This design comes from an exercise in tuning for small area, a short achievable clock period and few clock cycles on the open sky130 flow, not from production work.
Power is estimated from default activity; no workload was simulated.

==> flow/design.v <==
module lhb_rx #(
    parameter FRAME_CAP = 100            
) (
    input  wire        clk,
    input  wire        rst,              
    input  wire        rx_valid,
    input  wire [7:0]  rx_data,
    output wire        rx_ready,
    output wire        m_valid,
    output wire [7:0]  m_data,
    output wire        m_last,
    output wire        m_empty,          
    input  wire        m_ready,
    output wire        e_valid,
    output wire [3:0]  e_code,
    output wire [7:0]  e_arg,
    output wire [15:0] e_len,
    output wire [3:0]  e_stat,
    input  wire        e_ready
);
    localparam RD_TAP   = FRAME_CAP - 1;     
    localparam RING_LEN = FRAME_CAP + 1;     
    localparam SW       = 7;                 
    localparam BQ_N     = 3;                 
    localparam [1:0] E_FRAME_OVERFLOW = 2'd1;
    localparam [1:0] E_SYNC_LOST      = 2'd2;
    localparam [1:0] E_DECODE_ERROR   = 2'd3;
    localparam [1:0] S_SEEK_START = 2'd0,
                     S_ACC        = 2'd1,
                     S_SEEK_END   = 2'd2;
    localparam [1:0] R_SEP  = 2'd0,          
                     R_PEND = 2'd1,          
                     R_BODY = 2'd2,          
                     R_SKIP = 2'd3;          
    reg  [8*RING_LEN-1:0] ring;
    wire [7:0] ring_last = ring[8*RING_LEN-1 -: 8];
    wire [7:0] rd_x      = ring[8*RD_TAP+7 -: 8];       
    wire [7:0] rd_nx     = ring[8*(RD_TAP-1)+7 -: 8];   
    reg        rdy_q;                    
    reg        ib_v;                     
    reg        ib_z;                     
    reg [7:0]  ib_d;
    reg [1:0]  ws;                       
    reg [6:0]  flen;                     
    reg [6:0]  wblk;                     
    reg        live;                     
    reg        wrapped;                  
    reg [SW-1:0] ostage;                 
    reg [SW-1:0] nstage;                 
    reg [1:0]  rmode;
    reg [6:0]  rblk;                     
    reg [5:0]  wseq, rseq;
    reg [6*BQ_N-1:0] bq;
    reg [BQ_N-1:0]   bq_v;               
    reg        rz_x, rz_nx;              
    reg        mv_q, ml_q, me_q;
    reg [7:0]  md_q;
    reg        ev_q;
    reg [1:0]  ec_q;
    reg        es_q;
    reg [7:0]  ea_q;
    reg [6:0]  el_q;
    assign rx_ready = rdy_q;
    assign m_valid  = mv_q;
    assign m_data   = md_q;
    assign m_last   = ml_q;
    assign m_empty  = me_q;
    assign e_valid  = ev_q;
    assign e_code   = {2'b00, ec_q};
    assign e_arg    = ea_q;
    assign e_len    = {9'd0, el_q};
    assign e_stat   = {es_q, 3'b000};
    function [SW-1:0] inc_stage(input [SW-1:0] s);
        inc_stage = (s == RING_LEN-1) ? {SW{1'b0}} : s + 1'b1;
    endfunction
    wire midframe  = (ws == S_ACC) && (flen != 0);
    wire o_top     = (ostage == RING_LEN-1);
    wire n_top     = (nstage == RING_LEN-1);
    wire slot_free = !live || (!o_top && !wrapped);
    wire contig    = (nstage == 0);
    wire bq_full   = bq_v[BQ_N-1];
    wire blk_end   = (wblk == 7'd1);
    wire c_sync_lost = (ws == S_SEEK_START) && !ib_z;
    wire c_first     = (ws == S_ACC) && (flen == 0) && !ib_z;
    wire c_end       = midframe && ib_z;
    wire c_data      = midframe && !ib_z && (flen != FRAME_CAP);
    wire c_overflow  = midframe && !ib_z && (flen == FRAME_CAP);
    wire c_dec_err   = c_end && !blk_end;
    wire need_err    = c_sync_lost || c_dec_err || c_overflow;
    wire c_bad       = c_dec_err || c_overflow;
    wire w_ok = (!need_err || !ev_q) &&
                (!c_first || slot_free) &&
                (!midframe || ib_z || (slot_free && contig)) &&
                (!c_end || (slot_free && contig)) &&
                (!c_bad || !bq_full);
    wire w_take = ib_v && w_ok;
    wire wr_body = w_take && (c_first || c_data);
    wire wr_term = w_take && (c_end || c_overflow);
    wire wr_fill = !midframe && slot_free;
    wire wrote   = wr_body || wr_term || wr_fill;
    wire v_push  = wr_term;
    wire v_bad   = w_take && c_bad;
    wire e_raise = w_take && need_err;
    wire [6:0] blk_load = ib_d[7] ? 7'h7F : ib_d[6:0];
    wire at_tap  = live && (ostage == RD_TAP);
    wire x_zero  = rz_x;
    wire nx_zero = rz_nx;
    wire v_have  = (wseq != rseq);
    wire v_good  = !(bq_v[0] && bq[5:0] == rseq);
    wire r_one   = (rmode == R_SEP) && !x_zero && nx_zero;    
    wire r_need  = r_one || (rmode == R_PEND);                
    wire r_emit  = (r_need && v_good) || (rmode == R_BODY);
    wire r_nx_ok = !((rmode == R_SEP) && !x_zero && (nstage == RD_TAP));   
    wire r_can   = at_tap && (!r_need || v_have) && r_nx_ok;
    wire out_ok  = !mv_q || m_ready;
    wire r_take  = r_can && (!r_emit || out_ok);
    wire v_pop   = r_can && r_need && (!v_good || out_ok);
    wire bq_pop  = r_can && r_need && !v_good;
    wire last_one  = (ostage == nstage);           
    wire live_d    = wrote || (live && !(r_take && last_one));
    wire [SW-1:0] ostage_d = (!live || (r_take && last_one)) ? {SW{1'b0}} :
                             r_take ? ostage : inc_stage(ostage);
    wire [SW-1:0] nstage_d = wrote ? {SW{1'b0}} : inc_stage(nstage);
    wire wrapped_d = !n_top && (wrapped || (live && o_top));
    wire [BQ_N-1:0] bq_v_d = bq_pop ? ({1'b0, bq_v[BQ_N-1:1]} | (v_bad ? bq_v : {BQ_N{1'b0}}))
                                    : v_bad ? {bq_v[BQ_N-2:0], 1'b1} : bq_v;
    wire free_c  = !(live && (ostage == RING_LEN-2) && !r_take) && !wrapped_d;
    wire wrote_c = slot_free && (!midframe || (ib_v && contig && !ev_q && !bq_full));
    wire cont_c  = wrote_c || n_top;
    wire ev_c    = (ib_v && need_err) || (ev_q && !e_ready);
    wire bq_c    = !bq_full && !(bq_v[BQ_N-2] && ib_v && midframe &&
                                 (ib_z ? !blk_end : (flen == FRAME_CAP)));
    wire rdy_d   = free_c && cont_c && !ev_c && bq_c;
    wire ev_d    = e_raise || (ev_q && !e_ready);
    always @(posedge clk) begin
        ring  <= {ring[8*(RING_LEN-1)-1:0],
                  wrote ? (wr_body ? ib_d : 8'h00) : ring_last};
        rz_x  <= (ring[8*(RD_TAP-1)+7 -: 8] == 8'h00);
        rz_nx <= (ring[8*(RD_TAP-2)+7 -: 8] == 8'h00);
    end
    always @(posedge clk) begin
        ostage <= ostage_d;
        nstage <= nstage_d;
        if (w_take && (c_first || c_data))
            flen <= flen + 1'b1;
        else if (ws == S_SEEK_START)
            flen <= 7'd0;
        if (w_take && (c_first || (c_data && blk_end)))
            wblk <= blk_load;
        else if (w_take && c_data)
            wblk <= wblk - 1'b1;
        if (r_take && (rmode == R_SEP || rblk == 7'd1))
            rblk <= rd_x[6:0];
        else if (r_take)
            rblk <= rblk - 1'b1;
    end
    always @(posedge clk) begin
        if (w_take || !ib_v) begin
            ib_d <= rx_data;
            ib_z <= (rx_data == 8'h00);
        end
        if (bq_pop || v_bad) begin : bq_upd
            integer i;
            for (i = 0; i < BQ_N; i = i + 1)
                if (v_bad && (bq_pop ? (i == 0 ? bq_v[0] && !bq_v[1] : bq_v[i] && (i == BQ_N-1 || !bq_v[i+1]))
                                     : (i == 0 ? !bq_v[0] : bq_v[i-1] && !bq_v[i])))
                    bq[6*i +: 6] <= wseq;
                else if (bq_pop)
                    bq[6*i +: 6] <= (i == BQ_N-1) ? 6'd0 : bq[6*(i+1) +: 6];
        end
        if (out_ok) begin
            md_q <= (rblk == 7'd1) ? 8'h00 : rd_x;
            ml_q <= nx_zero;
            me_q <= (rmode == R_SEP);
        end
        if (!ev_q) begin
            ec_q <= c_sync_lost ? E_SYNC_LOST : c_overflow ? E_FRAME_OVERFLOW : E_DECODE_ERROR;
            es_q <= c_dec_err;
            ea_q <= c_dec_err ? 8'h00 : ib_d;
            el_q <= c_sync_lost ? 7'd0 : c_overflow ? FRAME_CAP[6:0] : flen;
        end
    end
    always @(posedge clk) begin
        if (rst) begin
            rdy_q   <= 1'b1;
            ib_v    <= 1'b0;
            ws      <= S_SEEK_START;
            live    <= 1'b0;
            wrapped <= 1'b0;
            rmode   <= R_SEP;
            wseq    <= 6'd0;
            rseq    <= 6'd0;
            bq_v    <= {BQ_N{1'b0}};
            mv_q    <= 1'b0;
            ev_q    <= 1'b0;
        end else begin
            rdy_q   <= rdy_d;
            ib_v    <= (rx_valid && rdy_q) || (ib_v && !w_take);
            if (w_take) begin
                case (ws)
                S_SEEK_START: ws <= ib_z ? S_ACC : S_SEEK_END;
                S_SEEK_END:   if (ib_z) ws <= S_SEEK_START;
                default:      if (c_end) ws <= S_SEEK_START;
                              else if (c_overflow) ws <= S_SEEK_END;
                endcase
            end
            live    <= live_d;
            wrapped <= wrapped_d;
            if (r_take) begin
                case (rmode)
                R_SEP:   if (!x_zero && !nx_zero) rmode <= R_PEND;
                R_SKIP:  if (x_zero) rmode <= R_SEP;
                default: rmode <= (rmode == R_PEND && !v_good) ? R_SKIP :
                                  nx_zero ? R_SEP : R_BODY;
                endcase
            end
            if (v_push) wseq <= wseq + 1'b1;
            if (v_pop)  rseq <= rseq + 1'b1;
            bq_v <= bq_v_d;
            if (r_take && r_emit)
                mv_q <= 1'b1;
            else if (m_ready)
                mv_q <= 1'b0;
            ev_q <= ev_d;
        end
    end
endmodule
Settings: LEC_CHECK=0, CAP_MARGIN=20, CORE_MARGIN=2, CORE_UTILIZATION=70, CTS_CLUSTER_DIAMETER=80, CTS_CLUSTER_SIZE=24, PLACE_DENSITY=0.85, SLEW_MARGIN=20; clock period 10.0 ns.
standard.sh (not shown) runs the stock make flow with config.mk's settings and CLKGATE_MAP_FILE= SYNTH_SCRIPT=/design/flow/synth_recipe.tcl, a recipe that flattens the netlist after the stock synthesis.
==> flow/flow/run.sh <==
#!/bin/bash
# Layout flow: the standard ORFS flow, with the input and output port
# buffers inserted as sky130_fd_sc_hd__buf_2 instead of the default cell.
set -euo pipefail
export BUFFER_PORTS_ARGS="-buffer_cell sky130_fd_sc_hd__buf_2"
bash standard.sh finish > standard_flow.log 2>&1
The starting point ran to the end with no violations.
Edit:
--- a/flow/design.v
+++ b/flow/design.v
@@ -54,8 +54,10 @@
     reg [BQ_N-1:0]   bq_v;               
     reg        rz_x, rz_nx;              
     reg        mv_q, ml_q, me_q;
     reg [7:0]  md_q;
+    reg        m1_v, m1_l, m1_e;
+    reg [7:0]  m1_d;
     reg        ev_q;
     reg [1:0]  ec_q;
     reg        es_q;
     reg [7:0]  ea_q;
@@ -111,12 +113,16 @@
     wire r_need  = r_one || (rmode == R_PEND);                
     wire r_emit  = (r_need && v_good) || (rmode == R_BODY);
     wire r_nx_ok = !((rmode == R_SEP) && !x_zero && (nstage == RD_TAP));   
     wire r_can   = at_tap && (!r_need || v_have) && r_nx_ok;
-    wire out_ok  = !mv_q || m_ready;
-    wire r_take  = r_can && (!r_emit || out_ok);
-    wire v_pop   = r_can && r_need && (!v_good || out_ok);
-    wire bq_pop  = r_can && r_need && !v_good;
+    wire r_take  = r_can && (!r_emit || !m1_v);
+    wire v_pop   = r_take && r_need;
+    wire bq_pop  = v_pop && !v_good;
+    wire m_emit  = r_take && r_emit;
+    wire m_pop   = !mv_q || m_ready;      
+    wire [7:0] n_d = (rblk == 7'd1) ? 8'h00 : rd_x;
+    wire n_l = nx_zero;
+    wire n_e = (rmode == R_SEP);
     wire last_one  = (ostage == nstage);           
     wire live_d    = wrote || (live && !(r_take && last_one));
     wire [SW-1:0] ostage_d = (!live || (r_take && last_one)) ? {SW{1'b0}} :
                              r_take ? ostage : inc_stage(ostage);
@@ -167,12 +173,17 @@
                     bq[6*i +: 6] <= wseq;
                 else if (bq_pop)
                     bq[6*i +: 6] <= (i == BQ_N-1) ? 6'd0 : bq[6*(i+1) +: 6];
         end
-        if (out_ok) begin
-            md_q <= (rblk == 7'd1) ? 8'h00 : rd_x;
-            ml_q <= nx_zero;
-            me_q <= (rmode == R_SEP);
+        if (m_pop) begin
+            md_q <= m1_v ? m1_d : n_d;
+            ml_q <= m1_v ? m1_l : n_l;
+            me_q <= m1_v ? m1_e : n_e;
+        end
+        if (!m1_v) begin
+            m1_d <= n_d;
+            m1_l <= n_l;
+            m1_e <= n_e;
         end
         if (!ev_q) begin
             ec_q <= c_sync_lost ? E_SYNC_LOST : c_overflow ? E_FRAME_OVERFLOW : E_DECODE_ERROR;
             es_q <= c_dec_err;
@@ -191,8 +202,9 @@
             wseq    <= 6'd0;
             rseq    <= 6'd0;
             bq_v    <= {BQ_N{1'b0}};
             mv_q    <= 1'b0;
+            m1_v    <= 1'b0;
             ev_q    <= 1'b0;
         end else begin
             rdy_q   <= rdy_d;
             ib_v    <= (rx_valid && rdy_q) || (ib_v && !w_take);
@@ -216,12 +228,13 @@
             end
             if (v_push) wseq <= wseq + 1'b1;
             if (v_pop)  rseq <= rseq + 1'b1;
             bq_v <= bq_v_d;
-            if (r_take && r_emit)
-                mv_q <= 1'b1;
-            else if (m_ready)
-                mv_q <= 1'b0;
+            if (m_pop) begin
+                mv_q <= m1_v || m_emit;
+                m1_v <= 1'b0;
+            end else if (m_emit)
+                m1_v <= 1'b1;
             ev_q <= ev_d;
         end
     end
 endmodule
Clock skew hardly moves.
Clock-buffer cell count is higher by 3.
Die area is higher by 0.85%.
Setup slack degrades by 0.24 ns.
Hold slack got worse by 0.0033 ns.
Clock power is about the same.
Non-clock buffer count goes up by 3.
Utilization stays flat.
Synthesized area is higher by 0.86%.
No run of this note included a check of the RTL's function; only the layout flow was run.

[port drivers added, routing unchanged]
No port has a modelled driver above. Below, the same layouts with a new extraction and two added sets of constraints.
Step 1, drivers: a clkbuf_16 drives clk and a buf_2 each remaining input, both assumed.
Step 2 times the ports against the registers' clock, not the clock port: input delays grow and output delays shrink by t, the midpoint of the rising clock arrivals with the driver on.
Three values: no drivers, after step 1, after step 2; two values: the first two.
run	t (ns)	setup WS [ns]	worst hold slack (ns)	worst slew at a driven data input, ns
the first run	0.615	6.436 / 6.446 / 5.831	0.321 / 0.321 / 0.321	0.04
the second run	0.611	6.199 / 6.199 / 6.199	0.318 / 0.318 / 0.318	0.03
After both steps every run listed still meets setup and hold. The setup slack of the first run, which loses most, moves by +0.010 ns with the drivers and by -0.605 ns with both steps.
